What follows belongs to an exercise in optimizing a design on an open flow for small area, a short achievable clock period and few clock cycles per item; a production flow would make more cautious choices. In this exercise RTL edits were held to simulation tests only and were not proved equivalent to the original.

// rxp_ctr_de
module rxp_ctr_de (
  input  wire         clk,
  input  wire         rst_n,
  input  wire         in_valid,
  output wire         in_ready,
  input  wire         in_first,
  input  wire [127:0] in_key,
  input  wire [127:0] in_iv,
  input  wire [127:0] in_data,
  output reg          out_valid,
  output reg  [127:0] out_data
);
clock: 6.0 ns
lec_check: 0
cap_margin: 0
core_margin: 2
core_utilization: 45
place_density: 0.55
setup_slack_margin: 3.5
slew_margin: 0
tns_end_percent: 0
run.sh (not shown) runs the stock make flow with config.mk's settings and CLKGATE_MAP_FILE= SYNTH_SCRIPT=/design/flow/synth_recipe.tcl, a recipe that flattens the netlist after the stock synthesis.
Testbench counts at the start, summed over its fixed seeds: cycles 48,016, items 4,800.
Change:
- CAP_MARGIN: 0 -> 20
- CORE_UTILIZATION: 45 -> 35
- PLACE_DENSITY: 0.55 -> 0.45
- SETUP_SLACK_MARGIN: 3.5 -> 3.8
- SLEW_MARGIN: 0 -> 20
Fmax shrinks by 0.69%.
Core utilization falls by 12 points.
Wire length rises by 5.3%.
Non-clock buffer count went up by 74.
Final area went up by 1.9%.
Worst setup slack degrades by 0.022 ns.
Change:
- CAP_MARGIN: 20 -> 0
- CORE_UTILIZATION: 35 -> 45
- CTS_BUF_LIST: default -> sky130_fd_sc_hd__clkbuf_4 sky130_fd_sc_hd__clkbuf_8
- PLACE_DENSITY: 0.45 -> 0.55
- SETUP_SLACK_MARGIN: 3.8 -> 3.5
- SLEW_MARGIN: 20 -> 0
Setup slack gets better by 0.035 ns.
Routed wire length went down by 4.8%.
Synthesized area stays the same.
Count of clock-buffer cells in the layout went up by 116.
Via count went up by 0.38%.
Final cell count went down by 5.3%.
Design area went down by 1.9%.
Register-to-register slack gets better by 0.03 ns.
First-iteration DRC count went up by 13%.
Change:
- CAP_MARGIN: 0 -> 20
- CORE_UTILIZATION: 45 -> 35
- CTS_BUF_LIST: sky130_fd_sc_hd__clkbuf_4 sky130_fd_sc_hd__clkbuf_8 -> default
- PLACE_DENSITY: 0.55 -> 0.45
- SETUP_SLACK_MARGIN: 3.5 -> 2.7
- SLEW_MARGIN: 0 -> 20
- TNS_END_PERCENT: 0 -> default
Outcome:
- setup slack got worse by 0.19 ns
- cell count goes up by a few percent
- clock skew is lower by 0.021 ns
- count of clock-buffer cells in the layout falls by 113
- core utilization drops by 13 points
- sequential share of layout area is about the same
Change:
- CORE_UTILIZATION: 35 -> 55
- PLACE_DENSITY: 0.45 -> 0.65
- SETUP_SLACK_MARGIN: 2.7 -> 3.5
- TNS_END_PERCENT: default -> 0
Effect:
- sequential share of layout area rose by 0.26 points
- design area fell by about 0.7%
- synthesized cell count is unchanged
- clock skew fell by 0.0041 ns
- wire length fell by about 9%
- sequential cell count does not change
- via count rose by 3.7%
- area after synthesis stays the same
- die area fell by about 36%

---

Starting RTL as in the previous note.
clock: 6.0 ns
lec_check: 0
cap_margin: 20
core_margin: 2
core_utilization: 35
place_density: 0.45
setup_slack_margin: 3.2
slew_margin: 20
tns_end_percent: 0
Testbench counts at the start, summed over its fixed seeds: cycles 48,016, items 4,800.
Then changed:
==> flow/config.mk (replaced) <==
export PLATFORM = sky130hd
export DESIGN_NAME = rxp_ctr_de
export DESIGN_NICKNAME = rxp_ctr_de
export VERILOG_FILES = /design/flow/design.v
export SDC_FILE = /design/flow/constraint.sdc
export NUM_CORES = 4
export LEC_CHECK = 0
export CAP_MARGIN = 0
export CORE_MARGIN = 2
export CORE_UTILIZATION = 45
export PLACE_DENSITY = 0.5
export SETUP_SLACK_MARGIN = 3.5
export SLEW_MARGIN = 0
export TNS_END_PERCENT = 0
The changed run completed without violations. Wire length shrinks by a few percent. Die area shrinks by about a fifth. Synthesized cell count does not change. Register-to-register slack gains 0.10 ns. Non-clock buffer count grows by 73.

---

== wip/juniper ==
Starting RTL as in the previous note.
// rxp_ctr_de
module rxp_ctr_de (
  input  wire         clk,
  input  wire         rst_n,
  input  wire         in_valid,
  output wire         in_ready,
  input  wire         in_first,
  input  wire [127:0] in_key,
  input  wire [127:0] in_iv,
  input  wire [127:0] in_data,
  output reg          out_valid,
  output reg  [127:0] out_data
);
Settings: LEC_CHECK=0, CAP_MARGIN=20, CORE_MARGIN=2, CORE_UTILIZATION=45, PLACE_DENSITY=0.55, SETUP_SLACK_MARGIN=3.5, SLEW_MARGIN=20, TNS_END_PERCENT=0; clock period 6.0 ns.
Testbench counts of wip/juniper, summed over its fixed seeds: cycles 48,016, items 4,800.
Changes in wip/nickel relative to wip/juniper:
Settings: changing PLACE_DENSITY from 0.55 to 0.45; changing CORE_UTILIZATION from 45 to 35; changing SETUP_SLACK_MARGIN from 3.5 to 3.0.
[wip/nickel vs wip/juniper] critical path depth: lower in wip/nickel
Pre-CTS setup slack (lower): wip/juniper
diff inputs: wip/nickel => wip/violet
Settings: TNS_END_PERCENT no longer set, was 0.
Notes after the runs:
- Per the comparison of wip/violet with wip/nickel, core utilization now sits higher; fraction of area in registers down 1.8 points; global routing met3 resource utilization went down 0.16 points.
- wip/violet vs. wip/nickel: worst max-slew margin expressed relative to the limit has decreased; number of global-route vias before repair higher; delay contributed by the slowest stage of the critical path shows a reduction of 0.17 ns.
Inputs modified between wip/violet and wip/indigo:
Settings: a change of SETUP_SLACK_MARGIN from 3.0 to 3.5; a change of PLACE_DENSITY from 0.45 to 0.65; a change of SLEW_MARGIN from 20 to 0; an added TNS_END_PERCENT of 0; a change of CORE_UTILIZATION from 35 to 45; a change of CAP_MARGIN from 20 to 0.
Notes after the runs:
wip/indigo reached the end of the flow, and the finished layout is clean on the timing, design-rule and antenna checks.
When wip/indigo is set beside wip/violet, its fraction of standard cell area that is sequential turns out to be 1.6 points larger.
NOTE: share of layout cells above drive strength 1 in wip/indigo falls short of that of wip/violet
met2 wire length was lower in the run labelled wip/indigo.
Compared to wip/violet, wip/indigo was floorplanned on a smaller die.
Taking wip/violet as the reference, in wip/indigo sum of routed wire length over all layers now sits lower; final-layout worst hold slack increased 0.0066 ns.
Final critical delay including setup and external delays delta (wip/indigo − wip/violet): unfavourable
Relative to wip/violet, pre-CTS worst setup slack has increased by 0.31 ns in wip/indigo.
| setup slack after layout | lower: wip/indigo |

==> what the ideal ports hide <==
No port has a modelled driver above. Below, the same layouts with a new extraction and two added sets of constraints.
Step 1 assumes that a clkbuf_16 drives the clock port and a buf_2 every other input.
Step 2 adds t to the input delays and takes it off the output delays; t is the mean of the earliest and latest rising clock arrival at the registers after step 1. Input paths then give back, and output paths get back, about the clock's delay inside the block.
a / b / c = ideal / step 1 / step 2; a / b = the first two.
run | t, ns | slack for setup (ns) | worst hold slack (ns) | clock arrival spread, ns
the first run of note 1 | 0.879 | 2.895 / 2.895 / 2.378 | 0.318 / 0.318 / 0.318 | 0.036 / 0.035
the second run of note 1 | 0.916 | 2.874 / 2.874 / 2.190 | 0.316 / 0.316 / 0.316 | 0.043 / 0.043
the third run of note 1 | 1.035 | 2.908 / 2.908 / 2.334 | 0.311 / 0.311 / 0.311 | 0.062 / 0.062
the fourth run of note 1 | 0.892 | 2.714 / 2.681 / 2.271 | 0.316 / 0.316 / 0.316 | 0.042 / 0.042
the fifth run of note 1 | 0.879 | 2.853 / 2.853 / 2.482 | 0.311 / 0.311 / 0.311 | 0.034 / 0.034
the first run of note 2 | 0.913 | 2.841 / 2.841 / 2.175 | 0.318 / 0.318 / 0.318 | 0.039 / 0.039
the second run of note 2 | 0.883 | 2.945 / 2.945 / 2.325 | 0.322 / 0.322 / 0.322 | 0.041 / 0.041
wip/juniper | 0.880 | 2.843 / 2.843 / 2.304 | 0.312 / 0.312 / 0.312 | 0.036 / 0.036
wip/nickel | 0.911 | 2.722 / 2.722 / 2.180 | 0.319 / 0.319 / 0.319 | 0.044 / 0.044
wip/violet | 0.905 | 2.955 / 2.955 / 2.203 | 0.317 / 0.317 / 0.317 | 0.041 / 0.041
wip/indigo | 0.892 | 2.910 / 2.910 / 2.293 | 0.323 / 0.323 / 0.323 | 0.042 / 0.042
After both steps every run listed still meets setup and hold. For wip/violet, which loses most, drivers alone change the setup slack by 0.000 ns; drivers and shift together by -0.752 ns.
